This design comes from an exercise in tuning for small area on the open sky130 flow, not from production work. The RTL was checked by simulation tests, not by an equivalence proof against the original design. Power is estimated from default activity; no workload was simulated.

Design grbl_stepper, start of the top module:
module grbl_stepper (
    input  wire        clk,
    input  wire        rst,
    input  wire [5:0]  cfg_invert_mask,
    input  wire        cfg_invert_enable,
    input  wire [15:0] cfg_accel_period,
    input  wire [31:0] cfg_min_rate,
    input  wire        tick,
    input  wire        pulse_reset,
    input  wire        cmd_valid,
    input  wire [7:0]  cmd,
    input  wire [3:0]  seg_head,
    input  wire [2:0]  blk_head,
    output reg  [6:0]  mem_addr,
    input  wire [31:0] mem_rdata,
    output reg  [5:0]  pins,
    output reg         disable_line,
    output reg         tick_enabled,
    output reg  [1:0]  run_state,
    output reg         cycle_stop,
    output reg  [3:0]  fault,
    output reg  [3:0]  seg_tail,
    output reg  [2:0]  blk_tail,
    output reg  [31:0] pos_x,
    output reg  [31:0] pos_y,
    output reg  [31:0] pos_z
);
==> flow/config.mk <==
export PLATFORM = sky130hd
export DESIGN_NAME = grbl_stepper
export DESIGN_NICKNAME = grbl_stepper
export VERILOG_FILES = /design/flow/design.v
export SDC_FILE = /design/flow/constraint.sdc
export NUM_CORES = 4
export LEC_CHECK = 0
export CAP_MARGIN = 0
export CORE_MARGIN = 2
export CORE_UTILIZATION = 40
export SLEW_MARGIN = 0
==> flow/constraint.sdc <==
create_clock -name core_clock -period 12.5 [get_ports {clk}]
set_input_delay 2.5000 -clock core_clock [delete_from_list [all_inputs] [get_ports {clk}]]
set_output_delay 2.5000 -clock core_clock [all_outputs]
set_load 0.01 [all_outputs]
standard.sh (not shown) runs the stock make flow with config.mk's settings and CLKGATE_MAP_FILE= SYNTH_SCRIPT=/design/flow/synth_recipe.tcl, a recipe that flattens the netlist after the stock synthesis.
==> flow/flow/run.sh <==
#!/bin/bash
# Standard ORFS layout with three changes:
# - after synthesis, OpenROAD's restructure re-maps the combinational logic
#   for area (with a copy of the library that leaves out the don't-use cells);
# - the port buffers are the smallest buffer cell (repair may upsize them);
# - the clock tree uses smaller buffers, larger sink clusters, no dummy loads.
set -euo pipefail
export BUFFER_PORTS_ARGS="-buffer_cell sky130_fd_sc_hd__buf_1"
export CTS_ARGS="-sink_clustering_enable -repair_clock_nets -buf_list {sky130_fd_sc_hd__clkbuf_4 sky130_fd_sc_hd__clkbuf_8} -sink_clustering_size 16 -sink_clustering_max_diameter 50 -dont_use_dummy_load"
bash standard.sh synth > synth.log 2>&1
python3 flow/filter_lib.py "$FLOW_HOME/platforms/sky130hd/lib/sky130_fd_sc_hd__tt_025C_1v80.lib" \
    restructure.lib 'sky130_fd_sc_hd__lpflow_*' 'sky130_fd_sc_hd__probe*' > filter_lib.log 2>&1
mkdir -p restructure_work
openroad -no_init -exit flow/restructure.tcl > restructure.log 2>&1
touch "orfs/results/$FLOW_PLATFORM/grbl_stepper/base/1_synth.sdc"
bash standard.sh > standard.log 2>&1
Other scripts of this flow, unchanged in this note and not shown: flow/flow/filter_lib.py, flow/flow/restructure.tcl
The first run went through all stages and came out clean.
Edit:
--- a/flow/design.v
+++ b/flow/design.v
@@ -55,35 +55,36 @@
     reg        load_pend, load_blk;
     reg [2:0]  b_dir;
     reg [2:0]  sf;             
     reg        staged;
     reg        pulse_armed;
     reg        blk_tick;       
     reg        bad;            
     reg        flag;           
     reg        pend;           
     wire cfg_bad = (cfg_accel_period < 16'd2) | cfg_min_rate[31];
-    localparam A_ZERO = 3'd0, A_RATE = 3'd1, A_RING = 3'd2,
+    localparam A_ZERO = 3'd0, A_RATE = 3'd1, A_RING = 3'd2, A_MEM = 3'd3,
                A_AP = 3'd4, A_CNT = 3'd5, A_POS = 3'd6;
     localparam B_ZERO = 3'd0, B_MEM = 3'd1, B_RATE = 3'd2, B_MIN = 3'd3,
                B_CNT = 3'd4, B_APH = 3'd5, B_ONE = 3'd6;
     localparam O_SUM = 2'd0, O_B = 2'd1, O_HALF = 2'd2;
     reg [2:0] a_sel, b_sel;
     reg [1:0] o_sel;
     reg       sub_op;          
     reg       cin0;            
     reg       wr_ring, wr_rate, wr_cnt;
     reg [31:0] op_a, op_b;
     always @(*) begin
         case (a_sel)
             A_RATE:  op_a = rate;
             A_RING:  op_a = r0;
+            A_MEM:   op_a = mem_rdata;
             A_AP:    op_a = {16'd0, cfg_accel_period};
             A_CNT:   op_a = {16'd0, ramp_count};
             A_POS:   op_a = (sub[1:0] == 2'd1) ? pos_x : (sub[1:0] == 2'd2) ? pos_y : pos_z;
             default: op_a = 32'd0;
         endcase
         case (b_sel)
             B_MEM:   op_b = mem_rdata;
             B_RATE:  op_b = rate;
             B_MIN:   op_b = cfg_min_rate;
             B_CNT:   op_b = {16'd0, ramp_count};
@@ -214,45 +215,41 @@
                     default: begin
                         b_sel = B_MIN; o_sel = O_B; wr_rate = ~cout;
                         mem_addr = dat_dist;
                     end
                 endcase
             end
             ST_WAIT: begin
                 if (pend) begin
                     mem_addr = blk_a(blk_tail, 3'd3);
                 end else begin
-                    if (blk_tick) begin
-                        a_sel = A_RATE; cin0 = 1'b1;
-                    end else begin
-                        a_sel = A_RING; b_sel = B_RATE; sub_op = 1'b0;
-                    end
+                    a_sel = blk_tick ? A_MEM : A_RING; b_sel = B_RATE;
                     wr_ring = (ph == 2'd0);
                     mem_addr = (ph == 2'd0) ? blk_a(blk_tail, 3'd0) : dat_dist;
                 end
             end
             ST_PEND: begin
                 a_sel = A_RING; sub_op = 1'b0;
                 case (sub[1:0])
                     2'd1: wr_ring = sf[0];
                     2'd2: wr_ring = sf[1];
                     default: wr_ring = sf[2];
                 endcase
                 mem_addr = (sub[1:0] == 2'd3) ? dat_dist : blk_a(blk_tail, 3'd3);
             end
             ST_STEP: begin
                 case (sub)
                     3'd1, 3'd2, 3'd3: begin      
                         a_sel = A_RING; wr_ring = 1'b1;
                     end
                     3'd4: begin                  
-                        a_sel = A_RING; wr_ring = 1'b1;
+                        a_sel = A_RING; sub_op = 1'b0; wr_ring = 1'b1;
                     end
                     default: begin               
                         a_sel = A_POS;
                         if ((sub[1:0] == 2'd1) ? b_dir[0] :
                             (sub[1:0] == 2'd2) ? b_dir[1] : b_dir[2]) begin
                             b_sel = B_ZERO; cin0 = 1'b1;
                         end else begin
                             b_sel = B_ONE; sub_op = 1'b0;
                         end
                     end
@@ -447,21 +444,21 @@
                     endcase
                     sub <= sub + 3'd1;
                     if (sub == 3'd2)
                         state <= ST_WAIT;
                 end
                 ST_WAIT: begin
                     if (ph == 2'd0) begin
                         sub <= 3'd1;
                         if (pend) begin
                             state <= ST_PEND;
-                        end else if (!alu_s[31]) begin
+                        end else if (alu_s[31]) begin
                             segment_steps <= seg_steps_dec;
                             staged <= 1'b1;
                             pend <= 1'b1;
                             state <= ST_STEP;
                         end else begin
                             state <= ST_IDLE;
                         end
                     end
                 end
                 ST_PEND: begin
Effect: Utilization goes up by 0.79 points. Clock power goes up by 11%. Total power goes up by 4.2%. Synthesized area goes up by 1.8%. Worst setup slack is worse by 0.24 ns. Global-route usage goes up by 0.65 points. Routed wire length goes up by about 3.3%. Cell area goes up by 2.7%. Clock-buffer cell count goes up by 6. Via count goes up by about 4.6%. Flip-flop and latch count stays the same.

what the ideal ports hide:
The flow's constraints put no driver on any port. The routed layouts listed below were extracted and timed again, unchanged, in two steps.
Step 1, drivers: a clkbuf_16 drives clk and a buf_2 each remaining input, both assumed.
Step 2 times the ports against the registers' clock, not the clock port: input delays grow and output delays shrink by t, the midpoint of the rising clock arrivals with the driver on.
Slacks: ideal / step 1 / step 2; pairs: ideal / step 1.
run	t, ns	setup WS [ns]	hold WS [ns]	worst setup path after step 2	worst slew at a driven data input, ns
the first run	0.589	1.757 / 1.784 / 1.196	0.272 / 0.272 / 0.272	input to register	0.10
the second run	0.632	1.520 / 1.542 / 0.910	0.266 / 0.266 / 0.266	input to register	0.09
After both steps setup and hold are still met in every run listed. The setup slack of the second run, which loses most, moves by +0.022 ns with the drivers and by -0.610 ns with both steps.
